Source: an optimization exercise on an open RTL-to-GDS flow (aim: small area and a short achievable clock period). Production flows keep margins and buffers that such runs may drop. Function was checked by simulation only, so behaviour that the tests miss may differ from the original. Power and IR drop assume default switching activity.

// pipe5_core
module pipe5_core (
    input  wire        clk,
    input  wire        rst,
    output wire        imem_en,
    output wire [9:0]  imem_addr,
    input  wire [31:0] imem_data,
    output wire        dmem_req,
    output wire        dmem_we,
    output wire [19:0] dmem_addr,
    output wire [31:0] dmem_wdata,
    input  wire        dmem_ready,
    input  wire [31:0] dmem_rdata,
    output wire        retire,
    output wire        wb_we,
    output wire [3:0]  wb_rd,
    output wire [31:0] wb_data,
    output wire        halted
);
    localparam [7:0] OP_SUB = 8'd1, OP_AND = 8'd2, OP_OR = 8'd3, OP_XOR = 8'd4;
    localparam [7:0] OP_MUL = 8'd5,  OP_SLL = 8'd6, OP_SRA = 8'd7, OP_SRL = 8'd8;
    localparam [7:0] OP_BEQ = 8'd9,  OP_BNE = 8'd10, OP_BLT = 8'd11, OP_BGT = 8'd12;
    localparam [7:0] OP_BLE = 8'd13, OP_BGE = 8'd14, OP_JAL = 8'd15;
    localparam [7:0] OP_LW  = 8'd16, OP_SW  = 8'd17, OP_HALT = 8'd20;
    reg [9:0]  pc;
    reg        redir_pend;
    reg [9:0]  redir_tgt_q;
  ...
==> module rbit, before the edit <==
module rbit (input wire [14:0] d, input wire [14:0] s, output wire o);
    wire [4:0] y;
    genvar g;
    generate
        for (g = 0; g < 5; g = g + 1) begin : grp
            aoi222 u (.a0(d[3*g]), .b0(s[3*g]), .a1(d[3*g+1]), .b1(s[3*g+1]),
                      .a2(d[3*g+2]), .b2(s[3*g+2]), .y(y[g]));
        end
    endgenerate
    assign o = ~&y;
endmodule
==> module aoi222, before the edit <==
module aoi222 (input wire a0, input wire b0, input wire a1, input wire b1,
               input wire a2, input wire b2, output wire y);
    assign y = ~((a0 & b0) | (a1 & b1) | (a2 & b2));
endmodule
clock: 11.0 ns
lec_check: 0
cap_margin: 20
core_margin: 2
core_utilization: 60
place_density: 0.7
setup_slack_margin: 5
slew_margin: 20
synth_hierarchical: 1
standard.sh (not shown) runs the stock make flow with config.mk's settings and CLKGATE_MAP_FILE= SYNTH_SCRIPT=/design/flow/synth_recipe.tcl, a recipe that flattens the netlist after the stock synthesis.
==> flow/flow/run.sh <==
#!/bin/bash
# Layout: the standard flow with these changes:
# - after the standard synthesis, every combinational cell is set to the
#   smallest drive of its family (flow/downsize.py; the logic is unchanged,
#   flip-flops are untouched); timing repair later upsizes what needs it;
# - the input and output ports are buffered with sky130_fd_sc_hd__buf_2
#   cells instead of the clkdlybuf4s50_1 delay cells that buffer_ports picks
#   by default (every port still gets its own buffer);
# - timing repair aims for 6 ns of setup slack at the design's period
#   (config.mk's SETUP_SLACK_MARGIN stops at 5);
# - clock tree synthesis does not add dummy loads.
# The clock, its period and the I/O constraints are the standard flow's, unchanged.
# Logs: synth.log, downsize.log and standard.log here, and each ORFS step's
# log under orfs/logs.
set -euo pipefail
ARGS=("BUFFER_PORTS_ARGS=-buffer_cell sky130_fd_sc_hd__buf_2" SETUP_SLACK_MARGIN=6
      "CTS_ARGS=-sink_clustering_enable -repair_clock_nets -dont_use_dummy_load")
bash standard.sh "${ARGS[@]}" synth > synth.log 2>&1
R=$PWD/orfs/results/$FLOW_PLATFORM/pipe5_core/base
cp "$R/1_2_yosys.v" "$R/1_2_yosys.std.v"
python3 flow/downsize.py "$FLOW_HOME/platforms/$FLOW_PLATFORM/lib/sky130_fd_sc_hd__tt_025C_1v80.lib" "$R/1_2_yosys.v" > downsize.log 2>&1
rm -f "$R/1_synth.odb" "$R/1_synth.sdc"
bash standard.sh "${ARGS[@]}" finish > standard.log 2>&1
Other scripts of this flow, unchanged in this note and not shown: flow/flow/downsize.py
==> next run, changes <==
--- a/flow/design.v
+++ b/flow/design.v
@@ -1157,20 +1157,8 @@
     assign en = fe_base & (ready | ~mem_acc);
 endmodule
 module zmask (input wire z, input wire [31:0] d, output wire [31:0] q);
     assign q = d & {32{~z}};
 endmodule
 module rbit (input wire [14:0] d, input wire [14:0] s, output wire o);
-    wire [4:0] y;
-    genvar g;
-    generate
-        for (g = 0; g < 5; g = g + 1) begin : grp
-            aoi222 u (.a0(d[3*g]), .b0(s[3*g]), .a1(d[3*g+1]), .b1(s[3*g+1]),
-                      .a2(d[3*g+2]), .b2(s[3*g+2]), .y(y[g]));
-        end
-    endgenerate
-    assign o = ~&y;
-endmodule
-module aoi222 (input wire a0, input wire b0, input wire a1, input wire b1,
-               input wire a2, input wire b2, output wire y);
-    assign y = ~((a0 & b0) | (a1 & b1) | (a2 & b2));
+    assign o = |(d & s);
 endmodule
What happened: Count of clock-buffer cells in the layout fell by 1; first-iteration DRC count went down by 23%; sequential share of layout area went down by 0.42 points; die area climbs by 1.7%; worst hold slack degrades by 0.0052 ns; synthesized area climbs by 1.7%; sequential power barely changes; core utilization falls by 0.42 points; worst setup slack hardly moves.

separate check: timing with driven ports:
In the flow no input, the clock included, has a driving cell. The finished layouts below were timed again as built, in two steps. Step 1, drivers: a clkbuf_16 drives clk and a buf_2 each remaining input, both assumed. Step 2 adds t to the input delays and takes it off the output delays; t is the mean of the earliest and latest rising clock arrival at the registers after step 1. Input paths then give back, and output paths get back, about the clock's delay inside the block. Slacks: ideal ports / drivers / drivers and shift; pairs: ideal ports / drivers.
| run | t (ns) | setup slack, ns | hold slack, ns | worst slew at a driven data input, ns |
|---|---|---|---|---|
| the first run | 0.704 | 5.979 / 5.979 / 5.979 | 0.448 / 0.448 / 0.448 | 0.08 |
| the second run | 0.689 | 5.976 / 5.976 / 5.976 | 0.443 / 0.443 / 0.443 | 0.06 |
After both steps setup and hold are still met in every run listed.
